What follows belongs to an exercise in optimizing a design on an open flow for small area and a short achievable clock period; a production flow would make more cautious choices. Where RTL was checked, it was by simulation tests only, not by an equivalence proof against the original. For runs 5 and 6, only the layout was checked, not whether the RTL still works. Power figures rest on the tool's default switching activity, not on a simulated workload.

$ cat design.v
module pwm_block (
    input  wire        clk,
    input  wire        rst,
    input  wire        fast_tick,
    input  wire        slow_tick,
    input  wire        cmd_valid,
    input  wire [31:0] cmd,
    output reg         rsp_valid,
    output reg  [2:0]  rsp_err,
    output reg  [31:0] rsp_data,
    output wire [5:0]  out
);
    reg        [31:0] fast_q;
    reg        [31:0] slow_q;
    reg               slow_pend_q;
    reg        [5:0]  out_q;
    reg               pwm_on_q;
    reg        [15:0] thr_q;
    reg        [7:0]  step_q;
    reg               dir_q;
    reg        [2:0]  sch_q;
    reg               stopreq_q;
    reg        [1:0]  mode_q;       
    reg               cancelled_q;
    reg               f_illop_q;
    reg               f_busy_q;
    reg               f_invch_q;
    reg               f_operand_q;
    assign out = out_q;
    wire [3:0] op    = cmd[31:28];
    wire [2:0] c_ch  = cmd[27:25];
    wire       c_b   = cmd[24];
    wire [7:0] c_s8  = cmd[23:16];
    wire z_imm = ~|cmd[15:0];
    wire z_s8  = ~|c_s8;
    wire z_ch  = ~|c_ch;
    wire op_rdf   = (op == 4'h1);
    wire op_rds   = (op == 4'h2);
    wire op_rstf  = (op == 4'h3);
    wire op_rsts  = (op == 4'h4);
    wire op_set   = (op == 4'h5);
    wire op_poll  = (op == 4'h6);
    wire op_load  = (op == 4'h7);
    wire op_estep = (op == 4'h8);
    wire op_glow  = (op == 4'h9);
    wire op_pulse = (op == 4'hA);
    wire op_canc  = (op == 4'hB);
    wire op_rdst  = (op == 4'hC);
    wire op_rdenv = (op == 4'hD);
    wire legal =
        ((op_rdf | op_rds | op_rstf | op_rsts | op_canc | op_rdst | op_rdenv) & z_ch & ~c_b & z_s8 & z_imm) |
        (op_set & z_s8 & z_imm) |
        ((op_poll | op_glow) & ~c_b & z_s8) |
        (op_load & z_ch) |
        ((op_estep | op_pulse) & ~c_b & z_s8 & z_imm);
    wire busy    = mode_q[0] | mode_q[1];
    wire ch_bad  = c_ch[2] & c_ch[1];
    wire imm_bad = cmd[15] | (|cmd[14:9]) | (cmd[8:0] > 9'd500);
    wire need_idle = op_rstf | op_rsts | op_set | op_poll | op_load | op_estep | op_glow | op_pulse;
    wire need_ch   = op_set | op_poll | op_estep | op_glow | op_pulse;
    wire need_imm  = op_poll | op_glow;
    wire e_busy = need_idle & busy;
    wire e_ch   = need_ch & ch_bad;
    wire e_opnd = (need_imm & imm_bad) | (op_load & z_s8);
    wire [2:0] err =
        ~legal ? 3'd1 :
        e_busy ? 3'd2 :
        e_ch   ? 3'd3 :
        e_opnd ? 3'd4 : 3'd0;
    wire ok      = cmd_valid & legal & ~e_busy & ~e_ch & ~e_opnd;
    wire a_rstf  = ok & op_rstf;
    wire a_rsts  = ok & op_rsts;
    wire a_set   = ok & op_set;
    wire a_poll  = ok & op_poll;
    wire a_load  = ok & op_load;
    wire a_estep = ok & op_estep;
    wire a_glow  = ok & op_glow;
    wire a_pulse = ok & op_pulse;
    wire a_canc  = ok & op_canc;
    wire fg      = ~cmd_valid & busy;
    wire fg_stop = fg & stopreq_q;
    wire fg_glow = fg & ~stopreq_q & mode_q[0];
    wire fg_env  = fg & ~stopreq_q & mode_q[1] & slow_pend_q;
    wire thr_neg = thr_q[15];
    wire thr_hi  = ~thr_q[15] & ((|thr_q[14:9]) | (thr_q[8:0] >= 9'd500));
    wire clamp   = thr_neg | thr_hi;
    wire [9:0] ea = {1'b0, thr_q[8:0]};
    wire [9:0] eb = {2'b0, step_q ^ {8{dir_q}}};
    reg  [9:0] pg_g, pg_p, cy;
    reg  [9:0] gg, pp;
    integer m, n;
    always @(*) begin
        pg_g = ea & eb;
        pg_p = ea ^ eb;
        gg = pg_g;
        pp = pg_p;
        gg[0] = pg_g[0] | (pg_p[0] & dir_q);
        for (m = 1; m < 10; m = m * 2)
            for (n = 9; n >= m; n = n - 1) begin
                gg[n] = gg[n] | (pp[n] & gg[n - m]);
                pp[n] = pp[n] & pp[n - m];
            end
        cy = {gg[8:0], dir_q};
    end
    wire [9:0] v = pg_p ^ cy;
    wire       xneg = dir_q & ~v[9] & ~v[8];
    wire [7:0] dp   = dir_q ? {1'b0, v[9], v[7:2]} : v[9:2];
    reg [5:0] qp;
    reg [4:0] r, rn;
    integer k;
    always @(*) begin
        qp[5] = (dp[7:5] >= 3'd5);
        case (dp[7:5])
            3'd0, 3'd5: r = 5'b00001;
            3'd1, 3'd6: r = 5'b00010;
            3'd2, 3'd7: r = 5'b00100;
            3'd3:       r = 5'b01000;
            default:    r = 5'b10000;
        endcase
        for (k = 4; k >= 0; k = k - 1) begin
            qp[k] = r[3] | r[4] | (r[2] & dp[k]);
            rn[0] = dp[k] ? r[2] : r[0];
            rn[1] = dp[k] ? r[0] : r[3];
            rn[2] = dp[k] ? r[3] : r[1];
            rn[3] = dp[k] ? r[1] : r[4];
            rn[4] = dp[k] ? r[4] : r[2];
            r = rn;
        end
    end
    wire [4:0] qn = {1'b0, qp[3:0]} + 5'd20 + {4'd0, r[4] & (v[1:0] != 2'b00)};
    wire [15:0] env_new = thr_hi  ? {11'd0, 2'b11, 2'b00, dir_q} :
                          thr_neg ? 16'd0 :
                          xneg    ? {{11{qn[4]}}, qn} :
                                    {10'd0, qp};
    wire [7:0]  env_step_n = clamp ? 8'd1 : step_q;
    wire        env_dir_n  = dir_q ^ clamp;
    wire       do_env  = a_estep | fg_env;
    wire       do_poll = a_poll | do_env | fg_glow;
    wire [2:0] pch     = cmd_valid ? c_ch : sch_q;
    wire fz      = ~|fast_q[31:9];
    wire lt500   = fz & (fast_q[8:0] < 9'd500);
    wire gt500   = ~fz | (fast_q[8:0] > 9'd500);
    wire lt_imm  = fz & (fast_q[8:0] < cmd[8:0]);
    wire lt_raw  = fz & (fast_q[8:0] < thr_q[8:0]);
    wire lt_thr  = thr_hi ? lt500 : (~thr_neg & lt_raw);
    wire lt      = a_poll ? lt_imm : lt_thr;
    wire set_on  = gt500 | (~pwm_on_q & lt);
    wire set_off = pwm_on_q & lt500;
    wire p_wr    = do_poll & (set_on | set_off);
    reg [31:0] fast_inc, slow_inc;
    reg [31:0] fc, sc;
    reg [7:0]  fg4, sg4;
    reg [8:0]  fC, sC;
    integer j;
    always @(*) begin
        for (j = 0; j < 8; j = j + 1) begin
            fg4[j] = &fast_q[4*j +: 4];
            sg4[j] = &slow_q[4*j +: 4];
        end
        fC[0] = 1'b1;
        for (j = 0; j < 8; j = j + 1)
            fC[j + 1] = fC[j] & fg4[j];
        for (j = 0; j < 8; j = j + 1) begin
            fc[4*j]     = fC[j];
            fc[4*j + 1] = fC[j] & fast_q[4*j];
            fc[4*j + 2] = fC[j] & fast_q[4*j] & fast_q[4*j + 1];
            fc[4*j + 3] = fC[j] & fast_q[4*j] & fast_q[4*j + 1] & fast_q[4*j + 2];
        end
        fast_inc = fast_q ^ (fc & {32{fast_tick}});
        sc[0] = 1'b1;
        sc[1] = slow_q[0];
        sc[2] = ~(slow_q[0] & slow_q[1]);
        sc[3] = slow_q[2] | (slow_q[0] & slow_q[1]);
        sC[1] = sc[3] & slow_q[3];
        for (j = 1; j < 8; j = j + 1)
            sC[j + 1] = sC[j] & sg4[j];
        for (j = 1; j < 8; j = j + 1) begin
            sc[4*j]     = sC[j];
            sc[4*j + 1] = sC[j] & slow_q[4*j];
            sc[4*j + 2] = sC[j] & slow_q[4*j] & slow_q[4*j + 1];
            sc[4*j + 3] = sC[j] & slow_q[4*j] & slow_q[4*j + 1] & slow_q[4*j + 2];
        end
        sC[0] = 1'b0;
        slow_inc = slow_q ^ (sc & {32{slow_tick}});
    end
    wire fast_clr = a_rstf | a_pulse | (do_poll & gt500);
    wire slow_clr = a_rsts | a_pulse;
    reg [5:0] out_n;
    integer i;
    always @(*) begin
        out_n = out_q;
        for (i = 0; i < 6; i = i + 1) begin
            if (a_set && c_ch == i)
                out_n[i] = c_b;
            if (p_wr && pch == i)
                out_n[i] = set_on;
        end
    end
    wire [31:0] rd_data =
        ({32{op_rdf}}   & fast_q) |
        ({32{op_rds}}   & slow_q) |
        ({32{op_rdst}}  & {12'd0, f_operand_q, f_invch_q, f_busy_q, f_illop_q,
                           1'b0, sch_q, cancelled_q, stopreq_q, mode_q,
                           dir_q, pwm_on_q, out_q}) |
        ({32{op_rdenv}} & {8'd0, step_q, thr_q});
    always @(posedge clk) begin
        rsp_err  <= err;
        rsp_data <= legal ? rd_data : 32'd0;
    end
    always @(posedge clk) begin
        if (rst) begin
            fast_q      <= 32'd0;
            slow_q      <= 32'd0;
            slow_pend_q <= 1'b0;
            out_q       <= 6'd0;
            pwm_on_q    <= 1'b0;
            thr_q       <= 16'd20;
            step_q      <= 8'd1;
            dir_q       <= 1'b0;
            sch_q       <= 3'd0;
            stopreq_q   <= 1'b0;
            mode_q      <= 2'd0;
            cancelled_q <= 1'b0;
            f_illop_q   <= 1'b0;
            f_busy_q    <= 1'b0;
            f_invch_q   <= 1'b0;
            f_operand_q <= 1'b0;
            rsp_valid   <= 1'b0;
        end else begin
            rsp_valid <= cmd_valid;
            fast_q <= fast_clr ? {31'd0, fast_tick} : fast_inc;
            slow_q <= slow_clr ? {29'd0, slow_tick, 1'b0, slow_tick} : slow_inc;
            if (a_pulse | fg_env)
                slow_pend_q <= slow_tick;
            else if (slow_tick)
                slow_pend_q <= 1'b1;
            out_q <= out_n;
            if (p_wr)
                pwm_on_q <= set_on;
            else if (a_glow | a_pulse)
                pwm_on_q <= 1'b0;
            if (a_load | a_glow)
                thr_q <= cmd[15:0];
            else if (a_pulse)
                thr_q <= 16'd20;
            else if (do_env)
                thr_q <= env_new;
            if (a_load)
                step_q <= c_s8;
            else if (a_pulse)
                step_q <= 8'd1;
            else if (do_env)
                step_q <= env_step_n;
            if (a_load)
                dir_q <= c_b;
            else if (a_pulse)
                dir_q <= 1'b0;
            else if (do_env)
                dir_q <= env_dir_n;
            if (a_glow | a_pulse)
                sch_q <= c_ch;
            if (a_glow | a_pulse | fg_stop)
                stopreq_q <= 1'b0;
            else if (a_canc & busy)
                stopreq_q <= 1'b1;
            if (a_glow)
                mode_q <= 2'd1;
            else if (a_pulse)
                mode_q <= 2'd2;
            else if (fg_stop)
                mode_q <= 2'd0;
            if (a_glow | a_pulse)
                cancelled_q <= 1'b0;
            else if (fg_stop)
                cancelled_q <= 1'b1;
            if (cmd_valid) begin
                if (err == 3'd1) f_illop_q   <= 1'b1;
                if (err == 3'd2) f_busy_q    <= 1'b1;
                if (err == 3'd3) f_invch_q   <= 1'b1;
                if (err == 3'd4) f_operand_q <= 1'b1;
            end
        end
    end
endmodule
$ cat flow/run.sh
#!/bin/bash
# Layout flow: the standard ORFS flow (standard.sh) with these changes:
#  * synthesis is the standard synthesis script, except that ABC maps the
#    logic with the area-oriented script flow/abc.script (registers, their
#    names and cell types are untouched);
#  * ports are buffered with buf_1 cells instead of delay buffers;
#  * CTS uses the buffers in CTS_BUF_LIST without dummy loads.
# Each tool's output goes to the ORFS logs under orfs/logs and to flow_*.log here.
set -euo pipefail
W=$(pwd)
F=$W/flow

# synthesis script: synth_recipe.tcl sourcing a copy of ORFS synth.tcl whose
# abc call uses our script
sed "s#^  log_cmd abc {\*}\$abc_args#  log_cmd abc -script $F/abc.script {*}[lrange \$abc_args 2 end]#" \
    "$FLOW_HOME/scripts/synth.tcl" > "$W/my_synth.tcl"
grep -q "abc -script $F/abc.script" "$W/my_synth.tcl"
sed "s#source \$::env(SCRIPTS_DIR)/synth.tcl#source $W/my_synth.tcl#" "$W/synth_recipe.tcl" > "$W/my_synth_recipe.tcl"
grep -q "source $W/my_synth.tcl" "$W/my_synth_recipe.tcl"

cat "$F/extra.mk" >> "$W/config.mk"

sed "s#SYNTH_SCRIPT=[^ ]*synth_recipe.tcl#SYNTH_SCRIPT=$W/my_synth_recipe.tcl#" "$W/standard.sh" > "$W/my_standard.sh"
grep -q "SYNTH_SCRIPT=$W/my_synth_recipe.tcl" "$W/my_standard.sh"

bash "$W/my_standard.sh" > "$W/flow_make.log" 2>&1
$ cat flow/abc.script
strash
&get -n
&dch
&nf
&put
$ cat flow/extra.mk
export BUFFER_PORTS_ARGS = -buffer_cell sky130_fd_sc_hd__buf_1
export CTS_ARGS = -sink_clustering_enable -repair_clock_nets -dont_use_dummy_load -buf_list sky130_fd_sc_hd__clkbuf_8
export SETUP_SLACK_MARGIN = 7
$ cat standard.sh
#!/bin/bash
# synth_recipe.tcl (not shown) runs the flow's synth.tcl, then flattens the netlist and writes it again
# the make line also repeats each setting of config.mk as NAME=value (left out here)
make -C /OpenROAD-flow-scripts/flow DESIGN_CONFIG=/design/flow/config.mk WORK_HOME=/design/flow/orfs CLKGATE_MAP_FILE= SYNTH_SCRIPT=/design/flow/synth_recipe.tcl "${@:-finish}"
$ cat config.mk
export PLATFORM = sky130hd
export DESIGN_NAME = pwm_block
export DESIGN_NICKNAME = pwm_block
export VERILOG_FILES = /design/flow/design.v
export SDC_FILE = /design/flow/constraint.sdc
export NUM_CORES = 4
export LEC_CHECK = 0
export ABC_AREA = 1
export CAP_MARGIN = 20
export CORE_MARGIN = 2
export CORE_UTILIZATION = 40
export PLACE_DENSITY = 0.75
export SLEW_MARGIN = 20
export BUFFER_PORTS_ARGS = -buffer_cell sky130_fd_sc_hd__buf_1
export CTS_ARGS = -sink_clustering_enable -repair_clock_nets -dont_use_dummy_load -buf_list sky130_fd_sc_hd__clkbuf_8
export SETUP_SLACK_MARGIN = 7
$ cat constraint.sdc
create_clock -name core_clock -period 12.0 [get_ports {clk}]
set_input_delay 2.4000 -clock core_clock [delete_from_list [all_inputs] [get_ports {clk}]]
set_output_delay 2.4000 -clock core_clock [all_outputs]
set_load 0.01 [all_outputs]
==> results_dict.tcl, run 1 <==
set metrics [dict create \
    outcome "timing/DRC/antenna clean" \
    setup_total_negative_slack_ns 0 \
    synth-async-reset-ratio_pct 0 \
    initial_core_utilization_pct 40.65 \
    sequential_cell_area_sq_mm 0.002887 \
    floorplan.die_area_sq_mm 0.01929 \
    routabilityCongestion 1.021 \
    max_slew_headroom_at_the_worst_pin_pct 26.20 \
    finalSetupViolations 0 \
    met3_wirelength_mm 1.991 \
    ys_seq_elements 144 \
    route.layer.met1.wl_mm 10.09 \
    final.setup_skew_ns 0.03388 \
    critical_path.max_stage_delay_ns 0.36 \
    clock_latency_ns 0.46 \
    timing.critical_path.mode_cell "sky130_fd_sc_hd__nor2_2" \
    grt_overflow_total 0 \
    num-fill-cells 1769 \
    grt_first_pass_wirelength_mm 35.98 \
    first_global_vias 6705 \
    via_count 7444 \
    rr_worst_depth 21 \
    layout-area-overhead-vs-synth_pct 19.31 \
    synth-edff-count 0 \
    cp.depth 13 \
    floorplan.io_pins 79 \
    reg2reg_slack_ns 7.25 \
    detailedPlacementHpwl_mm 16.46 \
    number_of_h_tree_levels 4 \
    die_span_y_um 138.9 \
    cts_tree "done" \
    irDropWorstVdd_mv 0.07161 \
    hold_viol_final 0 \
    syn-num-nets 927 \
    period_needed_ns 4.942 \
    timing.hold.worst_path_depth 2 \
    ctsHoldBuffers 0 \
    crit_path_top_delay_cell "sky130_fd_sc_hd__a221oi_1" \
    worst_hold_path_type "reg2reg" \
    yosysSeqAreaShare_pct 39.61 \
    drcViolationCount 0 \
    endpoint_kind "flip-flop" \
    worstMarginPinSlew_ns 1.099 \
    antenna_found_initial 0 \
    io_buffers 78 \
    most-common-layout-cells "143 x sky130_fd_sc_hd__dfxtp_1, 112 x sky130_fd_sc_hd__nor2_1, 80 x sky130_fd_sc_hd__a21oi_1, 71 x sky130_fd_sc_hd__buf_1, 68 x sky130_fd_sc_hd__nand2_1" \
    timing.critical_path.cells "buf_2 -> nand4bb_1 -> and2_0 -> nor3_1 -> a211o_1 -> o31a_1 -> nand2_4 -> nor2_4 -> nor2_2 -> nand2_2 -> nor2_2 -> nand3_4 -> a221oi_1" \
    max_clock_freq_mhz 202.4 \
    area_used_by_multi_input_combinational_logic_sq_mm 0.004722 \
    syn-instance-count 861 \
    setup_repair_after_global_routing_missed_its_margin "yes" \
    synth_ff_type "sky130_fd_sc_hd__dfxtp_1" \
    ys_types 60 \
    max_clock_buf_depth 2 \
    drt-wirelength-per-cell_um 19.01 \
    finalCritPeriodShare_pct 41.18 \
    max_cap_viol_count 0 \
    cts_root_buf "sky130_fd_sc_hd__clkbuf_8" \
    dr.first_iter.drc_count 1102 \
    detailroute.wirelength.met2_mm 9.949 \
    post_route_cells_drive_above_1_share_pct 11.72 \
    cts.sinks 144 \
    cp_data_arrival_time_ns 5.28 \
    globalRouteTotalUtil_pct 23.23 \
    grt_max_degree 48 \
    final_antenna_net_count 0 \
    crit_path_max_delay_family "simple AND/OR/NAND/NOR gates" \
    top_layer_used "met4" \
    layout.cells.most_common "sky130_fd_sc_hd__dfxtp_1" \
    core.rowCount 49 \
    critPathLaunchType "input port" \
    drt-total-wl_mm 23.01 \
    die_x_um 138.9 \
    drt-pass1-iter-count 7 \
    worst-path-max-fanout 12 \
    antenna_cells_inserted 0 \
    finish.utilization_pct 48.50 \
    synth.avg_cell_area_sq_um 8.452 \
    clk_pin_slew_worst_paths_ns 0.07 \
    final-max-slew-violation-count 0 \
    synth.cell_area_sq_mm 0.007277 \
    numCtsBuffers 17 \
    critical_path_required_ns 12.34 \
    static-leakage-power_uw 0.003019 \
    post_drt_via_cell_ratio 6.152 \
    crit_type "in2reg" \
    final_net_count 1049 \
    power_density_mw_per_mm2 94.71 \
    worst-path-buf-inv 1 \
    yosys_warnings 1 \
    core_area_sq_mm 0.01790 \
]
-- power breakdown --
group | total [uW] | switching, uW | internal (uW)
clock network | 285 | 161 | 125
logic | 50.5 | 34.1 | 16.4
registers | 486 | 5.46 | 481
-- worst min-delay path, cell delays in order (launching register included) --
cell and delay (ns):
sky130_fd_sc_hd__dfxtp_1 0.34, sky130_fd_sc_hd__a21oi_1 0.04, sky130_fd_sc_hd__nor2_1 0.07
-- sequential cells by signal, summed over array words and instances (netlist names) --
signal	count
mode_q	2
sch_q	3
cancelled_q	1
pwm_on_q	1
thr_q	16
fast_q	32
f_illop_q	1
dir_q	1
f_operand_q	1
rsp_data	32
slow_pend_q	1
stopreq_q	1
out_q	6
step_q	8
rsp_valid	1
slow_q	32
rsp_err	3
f_busy_q	1
f_invch_q	1
-- cell type report --
| type | count | area share (%) |
|---|---|---|
| multi-input cells | 698 | 54.39 |
| flip-flops and latches | 144 | 33.25 |
| repair buffers | 101 | 5.462 |
| well taps | 229 | 3.300 |
| clock buffers | 17 | 2.695 |
| inverters | 21 | 0.9079 |
-- Yosys cell counts (9+ instances only) --
cell	number	area (sq um)
sky130_fd_sc_hd__nand3_1	20	100.1
sky130_fd_sc_hd__o21ai_0	17	85.08
sky130_fd_sc_hd__a22oi_1	19	142.6
sky130_fd_sc_hd__nor3_1	63	315.3
sky130_fd_sc_hd__xor2_1	12	105.1
sky130_fd_sc_hd__nand2_1	70	262.8
sky130_fd_sc_hd__nor2_1	123	461.7
sky130_fd_sc_hd__mux2i_1	12	120.1
sky130_fd_sc_hd__and2_0	19	118.9
sky130_fd_sc_hd__nand2b_1	9	56.30
sky130_fd_sc_hd__clkinv_1	21	78.83
sky130_fd_sc_hd__a31oi_1	12	75.07
sky130_fd_sc_hd__o211ai_1	10	75.07
sky130_fd_sc_hd__a21oi_1	84	420.4
sky130_fd_sc_hd__dfxtp_1	144	2883
sky130_fd_sc_hd__xnor2_1	19	166.4
sky130_fd_sc_hd__a222oi_1	24	240.2
sky130_fd_sc_hd__ha_1	28	350.3
sky130_fd_sc_hd__and4_1	12	105.1
sky130_fd_sc_hd__and3_1	16	100.1
sky130_fd_sc_hd__nor4_1	15	93.84
sky130_fd_sc_hd__a311oi_1	9	78.83
-- worst paths after layout --
check        startpoint         to
min reg2reg   f_illop_q  f_illop_q
max             cmd[30]   thr_q[6]
min           f_illop_q  f_illop_q
max reg2reg   step_q[0]   thr_q[4]
-- timing repair --
action,in CTS,in global routing
setup buffers,5,11
cloned,2,0
gates resized for setup,15,55
pin swaps,3,11
endpoints found under the setup margin,54,73
-- cell families after synthesis --
group | share of synthesized area [%]
AND/OR/NAND/NOR | 26.15
AO/OA/AOI/OAI | 22.37
buffers and inverters | 1.083
adder cells (fa/ha/maj) | 5.089
XOR/XNOR | 3.731
multiplexers | 1.960
flip-flops | 39.61
-- per-stage QoR --
stage	setup slack [ns]	total power [uW]	cells	instance area [sq um]	hold WS, ns
global route	6.940	849.7	1210	8682	0.5151
finish	7.058	822.2	1210	8682	0.4866
floorplan	6.945	519.3	861	7398	0.4370
detailed placement	6.176	543.9	1175	8048	0.4723
CTS	7.004	824.3	1199	8383	0.4890
global placement	6.327	542.9	1175	8048	0.4512
-- layer usage --
metal | up-vias | global-route usage [%]
met1 | 3476 | 31.44
met2 | 375 | 35.29
met5 | - | 0
li1 | 3525 | -
met4 | 0 | 9.942
met3 | 68 | 5.801
==> inputs of run 2 (changes only) <==
--- a/config.mk
+++ b/config.mk
@@ -9,6 +9,5 @@
 export CAP_MARGIN = 20
 export CORE_MARGIN = 2
-export CORE_UTILIZATION = 40
-export PLACE_DENSITY = 0.75
+export CORE_UTILIZATION = 60
 export SLEW_MARGIN = 20
 export BUFFER_PORTS_ARGS = -buffer_cell sky130_fd_sc_hd__buf_1
==> run 2 against run 1 <==
  * Fmax down 1.2%
  * Sequential power about the same
  * Combinational power up 4.4%
  * Non-clock buffer count up 16
  * Cell count down 5.4%
  * Clock skew about the same
  * Sequential cell count unchanged
  * Synthesized area unchanged
  * Via count up 5.6%
  * Synthesized cell count unchanged
  * Global-route usage up 12 points
  * Critical path type unchanged
  * Critical endpoint is now out_q[0]
==> results_dict.tcl, run 2 <==
set metrics [dict create \
    most-common-layout-cells "141 x sky130_fd_sc_hd__dfxtp_1, 112 x sky130_fd_sc_hd__nor2_1, 78 x sky130_fd_sc_hd__a21oi_1, 71 x sky130_fd_sc_hd__buf_1, 67 x sky130_fd_sc_hd__nand2_1" \
    synth_area_leaders "sky130_fd_sc_hd__dfxtp_1 40%, sky130_fd_sc_hd__nor2_1 6.3%, sky130_fd_sc_hd__a21oi_1 5.8%" \
    clock_latency_ns 0.46 \
    worstMarginPinSlew_ns 1.137 \
    critPathLaunchType "input port" \
    critical_path_required_ns 12.37 \
    core_area_sq_mm 0.01191 \
    postLayoutCellArea_sq_mm 0.009012 \
    grt_max_degree 48 \
    synth.cell_area_sq_mm 0.007277 \
    die_span_y_um 114.1 \
    dr.first_iter.drc_count 1198 \
    number_of_h_tree_levels 4 \
    num-fill-cells 876 \
    synth-edff-count 0 \
    yosysSeqAreaShare_pct 39.61 \
    core.rowCount 40 \
    synth_compound_gate_area_share_pct 22.37 \
    cts.sinks 144 \
    setup_repair_after_global_routing_missed_its_margin "yes" \
    critical_path.max_stage_delay_ns 0.47 \
    post_synth_xor_area_fraction_pct 3.731 \
    irDropWorstVdd_mv 0.06987 \
    dp_slack_ns 6.184 \
    max_slew_headroom_at_the_worst_pin_pct 23.60 \
    synth.avg_cell_area_sq_um 8.452 \
    die_x_um 114.1 \
    drt-total-wl_mm 24.52 \
    cts_tree "done" \
    period_needed_ns 5.004 \
    antenna_found_initial 1 \
    antenna_cells_inserted 0 \
    setup_total_negative_slack_ns 0 \
    worst-path-max-fanout 4 \
    synth_ff_type "sky130_fd_sc_hd__dfxtp_1" \
    via_count 7863 \
    final_net_count 1066 \
    detailedPlacementHpwl_mm 16.75 \
    worst_hold_path_type "reg2reg" \
    ys_types 60 \
    hold_viol_final 0 \
    synth-async-reset-ratio_pct 0 \
    max_clock_freq_mhz 199.8 \
    muxShareOfSynthArea_pct 1.960 \
    synth_most_common_cell "sky130_fd_sc_hd__dfxtp_1" \
    timing.critical_path.cells "buf_1 -> or3_4 -> or4_4 -> nor2_4 -> nor4b_4 -> o31a_1 -> buf_6 -> and4_1 -> a311o_1 -> nand2b_4 -> o32ai_4 -> nor2_2 -> a22oi_2 -> a32oi_1 -> a21oi_1" \
    floorplan.io_pins 79 \
    drt-pass1-iter-count 7 \
    endpoint_kind "flip-flop" \
    yosys_warnings 1 \
    synth_top_family_by_area "simple AND/OR/NAND/NOR gates" \
    first_global_vias 6843 \
    synth_top_area_cell "sky130_fd_sc_hd__dfxtp_1" \
    syn-num-nets 927 \
    io_buffers 78 \
    floorplan.die_area_sq_mm 0.01303 \
    post_route_cells_drive_above_1_share_pct 16.53 \
    max_cap_viol_count 0 \
    max_clock_buf_depth 2 \
    grt_first_pass_wirelength_mm 35.84 \
    initial_core_utilization_pct 61.09 \
    ys_seq_elements 144 \
    static-leakage-power_uw 0.003119 \
    layout_setup_ws_ns 6.996 \
    synth_top_cell_area_share_pct 39.61 \
    drcViolationCount 0 \
    final-max-slew-violation-count 0 \
    crit_type "in2reg" \
    yosys-top-cells-count "144 x sky130_fd_sc_hd__dfxtp_1, 123 x sky130_fd_sc_hd__nor2_1, 84 x sky130_fd_sc_hd__a21oi_1, 70 x sky130_fd_sc_hd__nand2_1, 63 x sky130_fd_sc_hd__nor3_1" \
    routabilityCongestion 1.002 \
    detailed_place.area_sq_mm 0.007938 \
    layout.cells.most_common "sky130_fd_sc_hd__dfxtp_1" \
    finalCritPeriodShare_pct 41.70 \
    numCtsBuffers 17 \
    ctsHoldBuffers 0 \
    power_density_mw_per_mm2 90.81 \
    synthAdderAreaFrac_pct 5.089 \
    final_antenna_net_count 0 \
    cp_data_arrival_time_ns 5.38 \
    finish.utilization_pct 75.66 \
    outcome "timing/DRC/antenna clean" \
    final.setup_skew_ns 0.03353 \
    syn-instance-count 861 \
    clk_pin_slew_worst_paths_ns 0.07 \
    grt_overflow_total 0 \
    finalSetupViolations 0 \
    post_drt_via_cell_ratio 6.867 \
    globalRouteTotalUtil_pct 35.51 \
    layout-area-overhead-vs-synth_pct 23.85 \
    cts_root_buf "sky130_fd_sc_hd__clkbuf_8" \
    crit_path_top_delay_cell "sky130_fd_sc_hd__or4_4" \
    synth_simple_gate_area_share_pct 26.15 \
    drt-wirelength-per-cell_um 21.42 \
    reg_top3 "fast_q (32), rsp_data (32), slow_q (32)" \
]
[run 2: cell counts after synthesis]
Identical to the previous run, type by type.
[run 2: power breakdown]
group	leakage, uW	switching, uW	internal [uW]
clock	0.000122	156	124
combinational	0.00183	35.7	17.0
sequential	0.00116	4.65	481
total	0.00312	196	622
[run 2: layer usage]
| metal | track usage [%] | up-vias | wire length [um] |
|---|---|---|---|
| met5 | 0 | - | 12 |
| met3 | 8.576 | 89 | 2503 |
| met2 | 55.36 | 503 | 11240 |
| met1 | 47.39 | 3691 | 9756 |
| met4 | 14.63 | 2 | 1008 |
| li1 | - | 3578 | - |
[run 2: what timing repair did]
| item | in CTS | in global routing |
|---|---|---|
| setup buffers | 6 | 27 |
| gates cloned | 2 | 1 |
| gates resized for setup | 26 | 99 |
| setup endpoints to repair | 58 | 95 |
| pin swaps | 8 | 26 |
[run 2: area by class of cell]
type / count / area (sq um) / share of cell area [%]
multi-input combinational: 699 / 5009 / 55.57
sequential: 144 / 2889 / 32.06
timing repair buffer: 117 / 618.1 / 6.858
clock buffer: 17 / 234.0 / 2.596
tap: 147 / 183.9 / 2.041
inverter: 21 / 78.83 / 0.8746
[run 2: cells by family (layout without fill, tap and decap cells)]
kind of cell / Yosys count / count (layout)
AND/OR/NAND/NOR: 386 / 389
XOR/XNOR: 31 / 31
AO/OA/AOI/OAI: 236 / 236
adder cells (fa/ha/maj): 29 / 29
buffers and inverters: 21 / 155
flip-flops: 144 / 144
multiplexers: 14 / 14
[run 2: critical path: cells and delay by family]
kind	cells	cell delay, ns
AND/OR/NAND/NOR	7	1.60
AO/OA/AOI/OAI	6	1.14
buffers and inverters	2	0.22
[run 2: path summary, 6_finish.rpt]
check,start,end,slack [ns],cells after the start
max,cmd[11],out_q[0],7.00,15
min,slow_q[2],slow_q[2],0.51,2
max reg2reg,dir_q,thr_q[4],7.09,24
min reg2reg,slow_q[2],slow_q[2],0.51,2
[run 2: through the flow]
step / total power (uW) / hold slack, ns / std cells
6_report: 818.4 / 0.5061 / 1145
5_1_grt: 843.2 / 0.5277 / 1145
4_1_cts: 813.2 / 0.4969 / 1117
3_5_place_dp: 542.8 / 0.4788 / 1092
3_3_place_gp: 541.3 / 0.4634 / 1092
2_1_floorplan: 519.3 / 0.4370 / 861
==> inputs of run 3 (changes only) <==
--- a/config.mk
+++ b/config.mk
@@ -9,5 +9,5 @@
 export CAP_MARGIN = 20
 export CORE_MARGIN = 2
-export CORE_UTILIZATION = 60
+export CORE_UTILIZATION = 50
 export SLEW_MARGIN = 20
 export BUFFER_PORTS_ARGS = -buffer_cell sky130_fd_sc_hd__buf_1
==> run 3 against run 2 <==
  * Setup slack better by 0.11 ns
  * Total power down 0.25%
  * Routed wire length down 0.54%
  * Critical path type unchanged
  * Largest power group unchanged
==> results_dict.tcl, run 3 <==
set metrics [dict create \
    outcome "timing/DRC/antenna clean" \
    die_x_um 124.6 \
    cts.sinks 144 \
    drcViolationCount 0 \
    floorplan.die_area_sq_mm 0.01554 \
    finalSetupViolations 0 \
    synth_area_leaders "sky130_fd_sc_hd__dfxtp_1 40%, sky130_fd_sc_hd__nor2_1 6.3%, sky130_fd_sc_hd__a21oi_1 5.8%" \
    power_frac_seq_pct 59.5 \
    globalRouteTotalUtil_pct 30.38 \
    synth.avg_cell_area_sq_um 8.452 \
    syn-instance-count 861 \
    synth_ff_type "sky130_fd_sc_hd__dfxtp_1" \
    detailed_place.area_sq_mm 0.007984 \
    timing.hold.worst_path_depth 2 \
    post_route_cells_drive_above_1_share_pct 13.03 \
    reg_top3 "fast_q (32), rsp_data (32), slow_q (32)" \
    final.hold.worst_slack_ns 0.4890 \
    power_density_mw_per_mm2 93.73 \
    crit_path_top_delay_cell "sky130_fd_sc_hd__and4_4" \
    layout_setup_ws_ns 7.109 \
    crit_type "in2reg" \
    crit_path_max_delay_family "simple AND/OR/NAND/NOR gates" \
    layout.cells.most_common "sky130_fd_sc_hd__dfxtp_1" \
    syn-num-nets 927 \
    core.rowCount 44 \
    antenna_cells_inserted 0 \
    finalCritPeriodShare_pct 40.76 \
    comb_power_share_pct 6.2 \
    worst-path-max-fanout 7 \
    synth_most_common_cell "sky130_fd_sc_hd__dfxtp_1" \
    final_antenna_net_count 0 \
    ctsHoldBuffers 0 \
    antenna_found_initial 0 \
    die_span_y_um 124.6 \
    drt-total-wl_mm 24.39 \
    yosys-top-cells-count "144 x sky130_fd_sc_hd__dfxtp_1, 123 x sky130_fd_sc_hd__nor2_1, 84 x sky130_fd_sc_hd__a21oi_1, 70 x sky130_fd_sc_hd__nand2_1, 63 x sky130_fd_sc_hd__nor3_1" \
    layout-area-overhead-vs-synth_pct 19.69 \
    synth.cell_area_sq_mm 0.007277 \
    ys_seq_elements 144 \
    most-common-layout-cells "142 x sky130_fd_sc_hd__dfxtp_1, 111 x sky130_fd_sc_hd__nor2_1, 79 x sky130_fd_sc_hd__a21oi_1, 70 x sky130_fd_sc_hd__buf_1, 67 x sky130_fd_sc_hd__nand2_1" \
    drt-wirelength-per-cell_um 20.92 \
    final-max-slew-violation-count 0 \
    yosysSeqAreaShare_pct 39.61 \
    post_drt_via_cell_ratio 6.404 \
    timing.critical_path.mode_cell "sky130_fd_sc_hd__and4_4" \
    max_clock_freq_mhz 204.4 \
    core_area_sq_mm 0.01437 \
    postLayoutCellArea_sq_mm 0.008710 \
    rr_endpoint "thr_q[4]" \
    net_switching_power_uw 194.4 \
    synth-async-reset-ratio_pct 0 \
    reg2reg_slack_ns 7.16 \
    netSwitchingFraction_pct 23.82 \
    worstMarginPinSlew_ns 1.110 \
    io_buffers 78 \
    synth_top_area_cell "sky130_fd_sc_hd__dfxtp_1" \
    hold_start "f_illop_q" \
    routabilityCongestion 0.9289 \
    timing.critical_path.cells "buf_2 -> and4_4 -> and4_4 -> and4_4 -> and4_4 -> and4_4 -> and4_4 -> and3_4 -> and3_4 -> and4_4 -> and2_4 -> and3_4 -> xnor2_1 -> nor2_1" \
    via_count 7467 \
    critical_path_required_ns 12.32 \
    endpoint_kind "flip-flop" \
    hold_viol_final 0 \
    cts_tree "done" \
    synth_top_cell_area_share_pct 39.61 \
    initial_core_utilization_pct 50.64 \
    clk_pin_slew_worst_paths_ns 0.07 \
    worst-path-buf-inv 1 \
    final.setup_skew_ns 0.03504 \
    irDropWorstVdd_mv 0.06603 \
    first_global_vias 6983 \
    reg2reg_from "dir_q" \
    synth-edff-count 0 \
    clock_power_share_pct 34.3 \
    clock_latency_ns 0.45 \
    rr_worst_depth 22 \
    grt_first_pass_wirelength_mm 37.42 \
    drt-pass1-iter-count 8 \
    max_slew_headroom_at_the_worst_pin_pct 25.40 \
    cp_data_arrival_time_ns 5.22 \
    setup_repair_after_global_routing_missed_its_margin "yes" \
    max_clock_buf_depth 2 \
    cellInternalPower_uw 621.9 \
    grt_max_degree 48 \
    floorplan.io_pins 79 \
    worst_hold_path_type "reg2reg" \
    grt_overflow_total 0 \
    detailedPlacementHpwl_mm 17.54 \
    cts_root_buf "sky130_fd_sc_hd__clkbuf_8" \
    critical_path.max_stage_delay_ns 0.27 \
    fin_cells 1166 \
    dp_slack_ns 6.197 \
    setup_total_negative_slack_ns 0 \
    ys_types 60 \
    final_net_count 1050 \
    period_needed_ns 4.891 \
    numCtsBuffers 17 \
    critPathLaunchType "input port" \
    static-leakage-power_uw 0.003027 \
    number_of_h_tree_levels 4 \
    yosys_warnings 1 \
    max_cap_viol_count 0 \
    placed_cells_incl_taps 1129 \
    dr.first_iter.drc_count 735 \
    timing.hold.worst_endpoint "f_illop_q" \
]
==> run 3: per-layer routing <==
metal	share of wire, %	vias up	track usage [%]	wire [um]
met5	0	-	0	0
met1	44	3574	41.14	10700
met2	46	312	48.51	11230
li1	-	3534	-	-
met3	7.0	47	5.541	1704
met4	3.1	0	11.30	758
==> run 3: layout make-up <==
class                   count  area [sq um]
clock buffers              17         234.0
fillers                  1299          5659
inverters                  21         78.83
multi-input cells         698          4796
flip-flops and latches    144          2888
well taps                 184         230.2
repair buffers            102         483.0
==> run 3: worst max-delay path by stage <==
stage | from | end | depth (start not counted)
3_5_place_dp | cmd[28] | thr_q[7] | 13
3_3_place_gp | cmd[31] | thr_q[8] | 13
5_1_grt | dir_q | thr_q[4] | 22
4_1_cts | dir_q | thr_q[4] | 21
2_1_floorplan | cmd[11] | fast_q[29] | 11
6_report | fast_tick | fast_q[31] | 14
==> run 3: cells by family after synthesis <==
family / Yosys count / synth area share, %
simple gates: 386 / 26.15
compound gates: 236 / 22.37
flops: 144 / 39.61
xor+xnor: 31 / 3.731
fa+ha+maj: 29 / 5.089
buf+inv: 21 / 1.083
mux: 14 / 1.960
==> run 3: worst min-delay path, stage by stage, from the launching register on <==
cell and delay [ns]:
sky130_fd_sc_hd__dfxtp_1 0.34, sky130_fd_sc_hd__a21oi_1 0.05, sky130_fd_sc_hd__nor2_1 0.07
==> run 3: stage by stage <==
step,total power (uW),util [%]
after global routing,842.8,60.61
after global placement,542.4,55.56
after CTS,819.9,58.19
after floorplan,519.3,-
after detailed placement,543.6,55.56
final,816.4,60.61
==> run 3: power groups by stage <==
stage / sequential (uW) / clock (uW) / combinational [uW]
2_1_floorplan: 495 / 0 / 24.3
3_3_place_gp: 496 / 0 / 46.0
3_5_place_dp: 496 / 0 / 47.1
4_1_cts: 485 / 286 / 48.9
5_1_grt: 486 / 302 / 55.4
6_report: 486 / 280 / 50.9
==> run 3: repair_timing <==
item	CTS	global route
buffers inserted	5	13
cloned	2	0
gates resized for setup	27	59
pin swaps	4	11
endpoints found under the setup margin	78	70
==> inputs of run 4 (changes only) <==
--- a/flow/extra.mk
+++ b/flow/extra.mk
@@ -2,2 +2,3 @@
 export CTS_ARGS = -sink_clustering_enable -repair_clock_nets -dont_use_dummy_load -buf_list sky130_fd_sc_hd__clkbuf_8
 export SETUP_SLACK_MARGIN = 7
+export REMOVE_ABC_BUFFERS = 1
--- a/config.mk
+++ b/config.mk
@@ -9,7 +9,8 @@
 export CAP_MARGIN = 20
 export CORE_MARGIN = 2
-export CORE_UTILIZATION = 50
+export CORE_UTILIZATION = 40
 export SLEW_MARGIN = 20
 export BUFFER_PORTS_ARGS = -buffer_cell sky130_fd_sc_hd__buf_1
 export CTS_ARGS = -sink_clustering_enable -repair_clock_nets -dont_use_dummy_load -buf_list sky130_fd_sc_hd__clkbuf_8
 export SETUP_SLACK_MARGIN = 7
+export REMOVE_ABC_BUFFERS = 1
==> run 4 against run 3 <==
  * Still clean on timing, DRC and antenna
  * Synthesized cell count is the same
  * Register-to-register slack gained 0.11 ns
  * Sequential power hardly changed
  * Sequential share of layout area shrank 0.53 points
  * Cell count grew 5.3%
  * First-iteration DRC count fell by 5.0%
  * Non-clock buffer count rose by 14
  * Fmax shrank 1.1%
  * Setup slack got worse by 0.053 ns
  * Routed wire length decreased by 4.7%
  * Critical path type unchanged
==> results_dict.tcl, run 4 <==
set metrics [dict create \
    critPathLaunchType "input port" \
    cp_data_arrival_time_ns 5.23 \
    final_net_count 1067 \
    net_switching_power_uw 198.8 \
    die_span_y_um 138.9 \
    drt-total-wl_mm 23.26 \
    max_slew_headroom_at_the_worst_pin_pct 38.96 \
    synth_top_cell_area_share_pct 39.61 \
    via_count 7314 \
    drt-pass1-iter-count 5 \
    grt_max_degree 48 \
    worstMarginPinSlew_ns 0.9072 \
    detailedPlacementHpwl_mm 16.47 \
    finalSetupViolations 0 \
    clock_latency_ns 0.45 \
    met3_wirelength_mm 1.548 \
    final.setup_skew_ns 0.02941 \
    core_area_sq_mm 0.01790 \
    antenna_found_initial 1 \
    comb_power_share_pct 6.2 \
    crit_path_top_delay_cell "sky130_fd_sc_hd__or3_1" \
    die_x_um 138.9 \
    clk_pin_slew_worst_paths_ns 0.07 \
    netSwitchingFraction_pct 24.22 \
    grt_first_pass_wirelength_mm 36.57 \
    reg2reg_slack_ns 7.27 \
    initial_core_utilization_pct 40.65 \
    ys_types 60 \
    synth_ff_type "sky130_fd_sc_hd__dfxtp_1" \
    worst_hold_path_type "reg2reg" \
    crit_path_max_delay_family "compound AO/OA/AOI/OAI gates" \
    critical_path.max_stage_delay_ns 0.46 \
    synth-async-reset-ratio_pct 0 \
    core.rowCount 49 \
    synth.avg_cell_area_sq_um 8.452 \
    layout.cells.most_common "sky130_fd_sc_hd__dfxtp_1" \
    final_antenna_net_count 0 \
    drcViolationCount 0 \
    synth_area_leaders "sky130_fd_sc_hd__dfxtp_1 40%, sky130_fd_sc_hd__nor2_1 6.3%, sky130_fd_sc_hd__a21oi_1 5.8%" \
    endpoint_kind "flip-flop" \
    cellInternalPower_uw 622.0 \
    routabilityCongestion 0.8907 \
    finish.utilization_pct 49.43 \
    yosysSeqAreaShare_pct 39.61 \
    first_global_vias 6727 \
    reg_top3 "fast_q (32), rsp_data (32), slow_q (32)" \
    number_of_h_tree_levels 4 \
    cts_root_buf "sky130_fd_sc_hd__clkbuf_8" \
    clock_power_share_pct 34.5 \
    cts_tree "done" \
    outcome "timing/DRC/antenna clean" \
    max_clock_buf_depth 2 \
    timing.critical_path.cells "buf_1 -> or3_1 -> a2111oi_0 -> a211o_1 -> o31a_1 -> nand3_1 -> a311o_1 -> nand2b_4 -> o32ai_4 -> nor2_2 -> a22oi_1 -> a32oi_1 -> a21oi_1" \
    dp_slack_ns 5.316 \
    power_frac_seq_pct 59.3 \
    layout-area-overhead-vs-synth_pct 21.60 \
    syn-instance-count 861 \
    yosys_warnings 1 \
    floorplan.io_pins 79 \
    power_density_mw_per_mm2 92.77 \
    top_layer_used "met4" \
    cts.sinks 144 \
    max_clock_freq_mhz 202.2 \
    route.layer.met1.wl_mm 10.64 \
    hold_viol_final 0 \
    setup_repair_after_global_routing_missed_its_margin "yes" \
    worst-path-buf-inv 1 \
    numCtsBuffers 17 \
    synth_top_area_cell "sky130_fd_sc_hd__dfxtp_1" \
    power_uw 820.9 \
    detailroute.wirelength.met2_mm 10.17 \
    most-common-layout-cells "143 x sky130_fd_sc_hd__dfxtp_1, 113 x sky130_fd_sc_hd__nor2_1, 81 x sky130_fd_sc_hd__a21oi_1, 71 x sky130_fd_sc_hd__buf_1, 65 x sky130_fd_sc_hd__nand2_1" \
    synth_most_common_cell "sky130_fd_sc_hd__dfxtp_1" \
    io_buffers 78 \
    dr.first_iter.drc_count 698 \
    irDropWorstVdd_mv 0.07589 \
    synth.cell_area_sq_mm 0.007277 \
    post_route_cells_drive_above_1_share_pct 13.71 \
    finalCritPeriodShare_pct 41.21 \
    floorplan.die_area_sq_mm 0.01929 \
    layout_setup_ws_ns 7.055 \
    max_cap_viol_count 0 \
    static-leakage-power_uw 0.003097 \
    grt_overflow_total 0 \
    synth-edff-count 0 \
    final.hold.worst_slack_ns 0.4919 \
    worst-path-max-fanout 12 \
    critical_path_required_ns 12.29 \
    post_drt_via_cell_ratio 5.956 \
    antenna_cells_inserted 0 \
    final-max-slew-violation-count 0 \
    setup_total_negative_slack_ns 0 \
    yosys-top-cells-count "144 x sky130_fd_sc_hd__dfxtp_1, 123 x sky130_fd_sc_hd__nor2_1, 84 x sky130_fd_sc_hd__a21oi_1, 70 x sky130_fd_sc_hd__nand2_1, 63 x sky130_fd_sc_hd__nor3_1" \
    ys_seq_elements 144 \
    drt-wirelength-per-cell_um 18.94 \
    crit_type "in2reg" \
    globalRouteTotalUtil_pct 23.76 \
    period_needed_ns 4.945 \
]
run 4: cell type report:
cell class,instances,area [sq um]
clock buffers,17,234.0
repair buffers,116,589.3
fillers,1768,9054
inverters,21,78.83
flip-flops and latches,144,2887
multi-input cells,701,4773
well taps,229,286.5
run 4: cell families after synthesis:
group                      Yosys count  share of synthesized area [%]
DFF                                144                          39.61
buffers and inverters               21                          1.083
AOI/OAI and AO/OA                  236                          22.37
xor gates and xnor gates            31                          3.731
adders and majority gates           29                          5.089
and+or+nand+nor                    386                          26.15
muxes                               14                          1.960
run 4: through the flow:
stage          area [sq um]  std cells
2_1_floorplan          7277        861
3_3_place_gp           7931       1176
3_5_place_dp           7931       1176
4_1_cts                8439       1205
5_1_grt                8848       1228
6_report               8848       1228
run 4: path summary, 6_finish.rpt:
kind         cells after the start           end        from
min reg2reg                      2  rsp_data[11]  slow_q[11]
min                              2  rsp_data[11]  slow_q[11]
max                             13      out_q[0]     cmd[26]
max reg2reg                     22      thr_q[4]       dir_q
run 4: worst min-delay path, cell delays in order, from the launching register on:
cell and delay, ns:
sky130_fd_sc_hd__dfxtp_1 0.34, sky130_fd_sc_hd__nand2_1 0.06, sky130_fd_sc_hd__a21oi_1 0.05
run 4: repair_timing:
| action | CTS | global route |
|---|---|---|
| endpoints found under the hold margin | 0 | 0 |
| endpoints found under the setup margin | 96 | 67 |
| cloned | 3 | 2 |
| pin swaps | 4 | 16 |
| hold buffers | 0 | 0 |
| resized for setup | 58 | 51 |
| setup buffers | 9 | 21 |
run 4: power groups by stage:
stage | combinational, uW | sequential, uW | clock [uW]
floorplan | 23.0 | 495 | 0
global placement | 44.9 | 497 | 0
detailed placement | 45.0 | 497 | 0
CTS | 47.7 | 486 | 289
global route | 55.8 | 486 | 310
finish | 50.9 | 486 | 284
run 4: metal layers:
layer | up-vias | global-route usage, %
met3 | 54 | 4.489
met2 | 268 | 35.91
met1 | 3411 | 33.21
met5 | - | 0
li1 | 3581 | -
met4 | 0 | 10.21
==> inputs of run 5 (changes only) <==
--- a/design.v
+++ b/design.v
@@ -144,5 +144,5 @@
     wire lt_raw  = fz & (fast_q[8:0] < thr_q[8:0]);
     wire lt_thr  = thr_hi ? lt500 : (~thr_neg & lt_raw);
-    wire lt      = a_poll ? lt_imm : lt_thr;
+    wire lt      = (cmd_valid & op_poll) ? lt_imm : lt_thr;
     wire set_on  = gt500 | (~pwm_on_q & lt);
     wire set_off = pwm_on_q & lt500;
==> flow/extra.mk (replaced) <==
export BUFFER_PORTS_ARGS = -buffer_cell sky130_fd_sc_hd__buf_1
export CTS_ARGS = -sink_clustering_enable -repair_clock_nets -dont_use_dummy_load -buf_list sky130_fd_sc_hd__clkbuf_8
export SETUP_SLACK_MARGIN = 7
--- a/config.mk
+++ b/config.mk
@@ -14,3 +14,2 @@
 export CTS_ARGS = -sink_clustering_enable -repair_clock_nets -dont_use_dummy_load -buf_list sky130_fd_sc_hd__clkbuf_8
 export SETUP_SLACK_MARGIN = 7
-export REMOVE_ABC_BUFFERS = 1
==> run 5 against run 4 <==
  * Worst hold slack worse by 0.015 ns
  * Sequential share of layout area is 0.079 points higher
  * Clock skew decreased by 0.0022 ns
  * Combinational power rose by 3%
  * Register-to-register slack got worse by 0.05 ns
  * Synthesized cell count is 1.2% lower
  * Critical path type unchanged
  * Largest power group unchanged
==> results_dict.tcl, run 5 <==
set metrics [dict create \
    reg2reg_from "dir_q" \
    drt-pass1-iter-count 8 \
    outcome "timing/DRC/antenna clean" \
    clock_latency_ns 0.45 \
    yosysSeqAreaShare_pct 40.12 \
    sequential_cell_area_sq_mm 0.002889 \
    finalCritPeriodShare_pct 41.10 \
    cts_root_buf "sky130_fd_sc_hd__clkbuf_8" \
    synth.avg_cell_area_sq_um 8.444 \
    die_x_um 138.0 \
    endpoint_kind "flip-flop" \
    setup_total_negative_slack_ns 0 \
    antenna_cells_inserted 0 \
    core.rowCount 49 \
    syn-instance-count 851 \
    crit_start "cmd[2]" \
    finalSetupViolations 0 \
    synth_ff_type "sky130_fd_sc_hd__dfxtp_1" \
    drt-wirelength-per-cell_um 19.20 \
    via_count 7398 \
    number_of_h_tree_levels 4 \
    critPathLaunchType "input port" \
    first_global_vias 6572 \
    hold_viol_final 0 \
    max_cap_viol_count 0 \
    initial_core_utilization_pct 40.42 \
    final-max-slew-violation-count 0 \
    power_frac_seq_pct 58.9 \
    synth_most_common_cell "sky130_fd_sc_hd__dfxtp_1" \
    finish.utilization_pct 49.69 \
    synth_area_leaders "sky130_fd_sc_hd__dfxtp_1 40%, sky130_fd_sc_hd__a21oi_1 6.3%, sky130_fd_sc_hd__nor2_1 5.7%" \
    power_uw 824.8 \
    setup_repair_after_global_routing_missed_its_margin "no" \
    final_net_count 1056 \
    comb_power_share_pct 6.4 \
    detailedPlacementHpwl_mm 16.20 \
    routabilityCongestion 0.9463 \
    netSwitchingFraction_pct 24.45 \
    antenna_found_initial 0 \
    io_buffers 78 \
    synth_top_area_cell "sky130_fd_sc_hd__dfxtp_1" \
    net_switching_power_uw 201.6 \
    drt-total-wl_mm 23.36 \
    static-leakage-power_uw 0.003157 \
    worst-path-max-fanout 7 \
    period_needed_ns 4.932 \
    cp_data_arrival_time_ns 5.29 \
    die_span_y_um 138.0 \
    core_area_sq_mm 0.01778 \
    irDropWorstVdd_mv 0.07511 \
    grt_overflow_total 0 \
    max_clock_buf_depth 2 \
    layout.cells.most_common "sky130_fd_sc_hd__dfxtp_1" \
    hold_start "f_illop_q" \
    crit_type "in2reg" \
    syn-num-nets 917 \
    synth-edff-count 0 \
    most-common-layout-cells "141 x sky130_fd_sc_hd__dfxtp_1, 107 x sky130_fd_sc_hd__nor2_1, 81 x sky130_fd_sc_hd__a21oi_1, 70 x sky130_fd_sc_hd__buf_1, 59 x sky130_fd_sc_hd__nand2_1" \
    synth_top_cell_area_share_pct 40.12 \
    max_slew_headroom_at_the_worst_pin_pct 30.71 \
    ctsHoldBuffers 0 \
    cts.sinks 144 \
    dr.first_iter.drc_count 662 \
    clk_pin_slew_worst_paths_ns 0.07 \
    final.setup_skew_ns 0.02726 \
    area_used_by_multi_input_combinational_logic_sq_mm 0.004727 \
    synth-async-reset-ratio_pct 0 \
    yosys_warnings 1 \
    floorplan.die_area_sq_mm 0.01905 \
    ys_types 57 \
    post_drt_via_cell_ratio 6.079 \
    drcViolationCount 0 \
    synth.cell_area_sq_mm 0.007186 \
    grt_first_pass_wirelength_mm 35.67 \
    layout-area-overhead-vs-synth_pct 22.95 \
    power_density_mw_per_mm2 93.36 \
    numCtsBuffers 17 \
    max_clock_freq_mhz 202.7 \
    floorplan.io_pins 79 \
    reg_top3 "fast_q (32), rsp_data (32), slow_q (32)" \
    reg2reg_slack_ns 7.22 \
    grt_max_degree 42 \
    critical_path_required_ns 12.36 \
    final_antenna_net_count 0 \
    post_route_cells_drive_above_1_share_pct 14.88 \
    worstMarginPinSlew_ns 1.039 \
    cts_tree "done" \
    globalRouteTotalUtil_pct 23.45 \
    clock_power_share_pct 34.8 \
    yosys-top-cells-count "144 x sky130_fd_sc_hd__dfxtp_1, 110 x sky130_fd_sc_hd__nor2_1, 90 x sky130_fd_sc_hd__a21oi_1, 63 x sky130_fd_sc_hd__nor3_1, 62 x sky130_fd_sc_hd__nand2_1" \
    cellInternalPower_uw 623.2 \
    worst_hold_path_type "reg2reg" \
    ys_seq_elements 144 \
    num-fill-cells 1761 \
]
[run 5: cell types whose count changed after synthesis, sizes merged, moves of 5 or more]
cell	change
a311oi	-5
a21oi	+6
nand2	-8
clkinv	+5
o211ai	-6
nor2	-13
o21ai	+18
nand4	+5
nand3	-8
[run 5: worst paths after layout]
path                             endpoint  cells past startpoint
worst max-delay path             out_q[2]                     12
worst min register to register  f_illop_q                      2
worst max register to register   thr_q[5]                     22
worst min-delay path            f_illop_q                      2
[run 5: per-stage QoR]
step | cells | setup slack [ns] | hold slack (ns) | cell area, sq um
6_report | 1217 | 7.068 | 0.4772 | 8835
5_1_grt | 1217 | 6.888 | 0.5064 | 8835
4_1_cts | 1190 | 6.892 | 0.4764 | 8320
3_5_place_dp | 1163 | 6.072 | 0.4602 | 7933
3_3_place_gp | 1163 | 6.138 | 0.4540 | 7933
2_1_floorplan | 851 | 6.901 | 0.4369 | 7305
[run 5: logic make-up after synthesis]
family / count (synthesis) / synth area share [%]
and+or+nand+nor: 356 / 24.24
AOI/OAI and AO/OA: 251 / 23.35
DFF: 144 / 40.12
xor gates and xnor gates: 29 / 3.535
adders and majority gates: 29 / 5.154
buffers and inverters: 26 / 1.358
muxes: 16 / 2.246
[run 5: critical path, stage by stage]
cell and delay, ns:
sky130_fd_sc_hd__clkbuf_2 0.12, sky130_fd_sc_hd__clkinv_1 0.09, sky130_fd_sc_hd__or4_1 0.52, sky130_fd_sc_hd__a21oi_2 0.20
sky130_fd_sc_hd__o22a_1 0.21, sky130_fd_sc_hd__nand2_1 0.08, sky130_fd_sc_hd__or3_4 0.42, sky130_fd_sc_hd__o41a_1 0.42
sky130_fd_sc_hd__nand2_2 0.15, sky130_fd_sc_hd__o21ai_4 0.10, sky130_fd_sc_hd__or3_1 0.37, sky130_fd_sc_hd__a211oi_1 0.19
[run 5: routing by layer]
metal / global-route usage (%) / routed length, um / up-vias
li1: - / - / 3534
met1: 31.51 / 10410 / 3506
met2: 35.51 / 10250 / 299
met3: 6.096 / 1826 / 59
met4: 10.63 / 876 / 0
met5: 0 / 0 / -
[run 5: cell type report]
class	count	share of cell area (%)
Sequential cell	144	32.70
Tap cell	229	3.243
Timing Repair Buffer	115	6.798
Clock buffer	17	2.648
Multi-Input combinational cell	686	53.51
Inverter	26	1.105
[run 5: power by group through the flow]
stage / Sequential (uW) / Clock (uW) / Combinational, uW
CTS: 485 / 294 / 48.4
floorplan: 495 / 0 / 24.6
global route: 486 / 312 / 57.8
detailed placement: 497 / 0 / 46.7
global placement: 497 / 0 / 47.0
finish: 486 / 287 / 52.6
[run 5: timing repair]
action                     CTS  global route
setup buffers                8            24
gates cloned                 2             3
pin swaps                    5            17
gates resized for setup     25            72
setup endpoints to repair   89            75
==> inputs of run 6 (changes only) <==
==> flow/extra.mk (replaced) <==
export BUFFER_PORTS_ARGS = -buffer_cell sky130_fd_sc_hd__buf_1
export CTS_ARGS = -sink_clustering_enable -repair_clock_nets -dont_use_dummy_load -buf_list sky130_fd_sc_hd__clkbuf_8
export SETUP_SLACK_MARGIN = 7.25
--- a/config.mk
+++ b/config.mk
@@ -13,3 +13,3 @@
 export BUFFER_PORTS_ARGS = -buffer_cell sky130_fd_sc_hd__buf_1
 export CTS_ARGS = -sink_clustering_enable -repair_clock_nets -dont_use_dummy_load -buf_list sky130_fd_sc_hd__clkbuf_8
-export SETUP_SLACK_MARGIN = 7
+export SETUP_SLACK_MARGIN = 7.25
==> run 6 against run 5 <==
  * Still clean on timing, DRC and antenna
  * Sequential share of layout area down 2.6 points
  * Clock power about the same
  * Core utilization up 4.3 points
  * Combinational power up 15%
  * Synthesized cell count unchanged
==> results_dict.tcl, run 6 <==
set metrics [dict create \
    static-leakage-power_uw 0.003402 \
    synth.avg_cell_area_sq_um 8.444 \
    max_clock_freq_mhz 206.7 \
    synth.cell_area_sq_mm 0.007186 \
    synth_simple_gate_area_share_pct 24.24 \
    critPathLaunchType "input port" \
    synth_top_cell_area_share_pct 40.12 \
    grt_overflow_total 0 \
    critical_path.max_stage_delay_ns 0.55 \
    synth_most_common_cell "sky130_fd_sc_hd__dfxtp_1" \
    post_route_cells_drive_above_1_share_pct 25.19 \
    syn-instance-count 851 \
    ys_seq_elements 144 \
    first_global_vias 6962 \
    layout.cells.most_common "sky130_fd_sc_hd__dfxtp_1" \
    clk_pin_slew_worst_paths_ns 0.08 \
    numCtsBuffers 17 \
    synth_top_family_by_area "simple AND/OR/NAND/NOR gates" \
    worst_hold_path_type "reg2reg" \
    synth_top_area_cell "sky130_fd_sc_hd__dfxtp_1" \
    cts_root_buf "sky130_fd_sc_hd__clkbuf_8" \
    setup_total_negative_slack_ns 0 \
    syn-num-nets 917 \
    antenna_cells_inserted 0 \
    endpoint_kind "flip-flop" \
    hold_viol_final 0 \
    power_frac_seq_pct 58.4 \
    synth-async-reset-ratio_pct 0 \
    finalSetupViolations 0 \
    die_x_um 138.0 \
    netSwitchingFraction_pct 24.66 \
    muxShareOfSynthArea_pct 2.246 \
    yosys-top-cells-count "144 x sky130_fd_sc_hd__dfxtp_1, 110 x sky130_fd_sc_hd__nor2_1, 90 x sky130_fd_sc_hd__a21oi_1, 63 x sky130_fd_sc_hd__nor3_1, 62 x sky130_fd_sc_hd__nand2_1" \
    core.rowCount 49 \
    worst-path-max-fanout 7 \
    cp_data_arrival_time_ns 5.16 \
    most-common-layout-cells "141 x sky130_fd_sc_hd__dfxtp_1, 101 x sky130_fd_sc_hd__nor2_1, 72 x sky130_fd_sc_hd__buf_4, 68 x sky130_fd_sc_hd__buf_1, 65 x sky130_fd_sc_hd__a21oi_1" \
    yosys_warnings 1 \
    detailedPlacementHpwl_mm 16.83 \
    detailroute.wirelength.met2_mm 11.65 \
    routabilityCongestion 0.9258 \
    drt-total-wl_mm 25.86 \
    dr.first_iter.drc_count 811 \
    initial_core_utilization_pct 40.42 \
    net_switching_power_uw 205.2 \
    power_density_mw_per_mm2 86.74 \
    grt_max_degree 44 \
    grt_first_pass_wirelength_mm 38.73 \
    worstMarginPinSlew_ns 1.165 \
    number_of_h_tree_levels 4 \
    ys_types 57 \
    synth_area_leaders "sky130_fd_sc_hd__dfxtp_1 40%, sky130_fd_sc_hd__a21oi_1 6.3%, sky130_fd_sc_hd__nor2_1 5.7%" \
    met3_wirelength_mm 1.952 \
    final.hold.worst_slack_ns 0.4693 \
    final_antenna_net_count 0 \
    max_slew_headroom_at_the_worst_pin_pct 22.33 \
    max_clock_buf_depth 2 \
    max_cap_viol_count 0 \
    final_net_count 1096 \
    crit_type "in2reg" \
    layout-area-overhead-vs-synth_pct 33.52 \
    drcViolationCount 0 \
    setup_repair_after_global_routing_missed_its_margin "yes" \
    globalRouteTotalUtil_pct 25.58 \
    post_synth_xor_area_fraction_pct 3.535 \
    synthAdderAreaFrac_pct 5.154 \
    clock_latency_ns 0.45 \
    synth_ff_type "sky130_fd_sc_hd__dfxtp_1" \
    antenna_found_initial 0 \
    reg_top3 "fast_q (32), rsp_data (32), slow_q (32)" \
    irDropWorstVdd_mv 0.08748 \
    floorplan.die_area_sq_mm 0.01905 \
    cts_tree "done" \
    clock_power_share_pct 34.3 \
    die_span_y_um 138.0 \
    period_needed_ns 4.837 \
    post_drt_via_cell_ratio 6.179 \
    timing.critical_path.cells "buf_2 -> or4_4 -> a21oi_4 -> o22a_1 -> nand2_1 -> or3_4 -> o41a_1 -> nand2_2 -> buf_4 -> o21ai_2 -> nor4_2 -> nor3_2" \
    drt-pass1-iter-count 9 \
    comb_power_share_pct 7.3 \
    finalCritPeriodShare_pct 40.31 \
    worst-path-buf-inv 2 \
    floorplan.io_pins 79 \
    top_layer_used "met4" \
    crit_path_max_delay_family "simple AND/OR/NAND/NOR gates" \
    cellInternalPower_uw 627.0 \
    via_count 7767 \
    final.setup_skew_ns 0.02745 \
    core_area_sq_mm 0.01778 \
    io_buffers 78 \
    final-max-slew-violation-count 0 \
    ctsHoldBuffers 0 \
    cts.sinks 144 \
    outcome "timing/DRC/antenna clean" \
    route.layer.met1.wl_mm 11.17 \
    yosysSeqAreaShare_pct 40.12 \
    drt-wirelength-per-cell_um 20.57 \
    crit_path_top_delay_cell "sky130_fd_sc_hd__or4_4" \
    critical_path_required_ns 12.32 \
    synth-edff-count 0 \
    synth_compound_gate_area_share_pct 23.35 \
]
run 6: cell types whose count changed in the layout (fill, tap and decap cells not counted), sizes merged:
cell	previous run	this run
clkbuf	24	18
buf	108	150
and3	19	22
or3	10	11
run 6: final cells by class:
class,count,area (sq um)
Multi-Input combinational cell,690,5189
Fill cell,1669,8185
Timing Repair Buffer,151,897.1
Sequential cell,144,2889
Tap cell,229,286.5
Clock buffer,17,234.0
Inverter,26,98.84
run 6: timing repair:
action                     4_1_cts  5_1_grt
setup endpoints to repair      100       88
cloned                           8        1
pin swaps                       27       35
resized for setup               79      102
buffers inserted                37       31
hold endpoints to repair         0        0
run 6: logic make-up (layout without fill, tap and decap cells):
kind of cell               after synthesis  after routing
xor gates and xnor gates                29             29
AOI/OAI and AO/OA                      251            254
DFF                                    144            144
adders and majority gates               29             29
buffers and inverters                   26            194
muxes                                   16             16
and+or+nand+nor                        356            362
run 6: final timing paths:
path	slack (ns)	depth (start not counted)	start	to
worst min register to register	0.47	2	f_operand_q	f_operand_q
worst max register to register	7.21	20	dir_q	thr_q[4]
worst max-delay path	7.16	12	cmd[1]	out_q[5]
worst min-delay path	0.47	2	f_operand_q	f_operand_q
run 6: power groups by stage:
stage | Clock (uW) | Combinational (uW) | Sequential (uW)
after global routing | 311 | 65.2 | 486
final | 286 | 60.5 | 486
after detailed placement | 0 | 48.7 | 497
after CTS | 289 | 54.8 | 486
after floorplan | 0 | 25.2 | 495
after global placement | 0 | 48.8 | 497
run 6: worst reg2reg max path, delay by kind of cell, from the launching register on:
family / cells / cell delay (ns)
AND/OR/NAND/NOR: 4 / 0.81
AO/OA/AOI/OAI: 10 / 2.13
flip-flops: 1 / 0.45
XOR/XNOR: 1 / 0.19
multiplexers: 2 / 0.41
adder cells (fa/ha/maj): 3 / 0.65
run 6: per-stage QoR:
stage	setup WS [ns]	util [%]	area (sq um)	cells	power [uW]
final	7.163	53.96	9594	1257	832.2
after global routing	7.076	53.96	9594	1257	862.3
after CTS	7.177	50.06	8901	1225	829.3
after detailed placement	6.067	45.24	8044	1163	545.5
after global placement	6.107	45.24	8044	1163	545.5
after floorplan	6.923	-	7415	851	520.2
run 6: per-layer routing:
layer  vias up  track usage [%]
met5         -                0
met2       354            40.75
met3        91            5.334
li1       3618                -
met1      3704            34.23
met4         0            9.774

## afterwards: timing with drivers on the ports
No port has a modelled driver above. Below, the same layouts with a new extraction and two added sets of constraints. Step 1 assumes that a clkbuf_16 drives the clock port and a buf_2 every other input. Step 2 times the ports against the registers' clock, not the clock port: input delays grow and output delays shrink by t, the midpoint of the rising clock arrivals with the driver on. Slacks: ideal / step 1 / step 2; pairs: ideal / step 1.
run | t, ns | setup WS [ns] | pins driven straight from the clock port
run 1 | 0.485 | 7.058 / 7.074 / 6.589 | 1
run 2 | 0.479 | 6.996 / 7.009 / 6.530 | 1
run 3 | 0.474 | 7.109 / 7.127 / 6.653 | 1
run 4 | 0.480 | 7.055 / 7.071 / 6.591 | 1
run 5 | 0.479 | 7.068 / 7.083 / 6.605 | 1
run 6 | 0.474 | 7.163 / 7.163 / 6.690 | 1
After both steps every run listed still meets setup and hold. For run 6, which loses most, drivers alone change the setup slack by 0.000 ns; drivers and shift together by -0.473 ns.
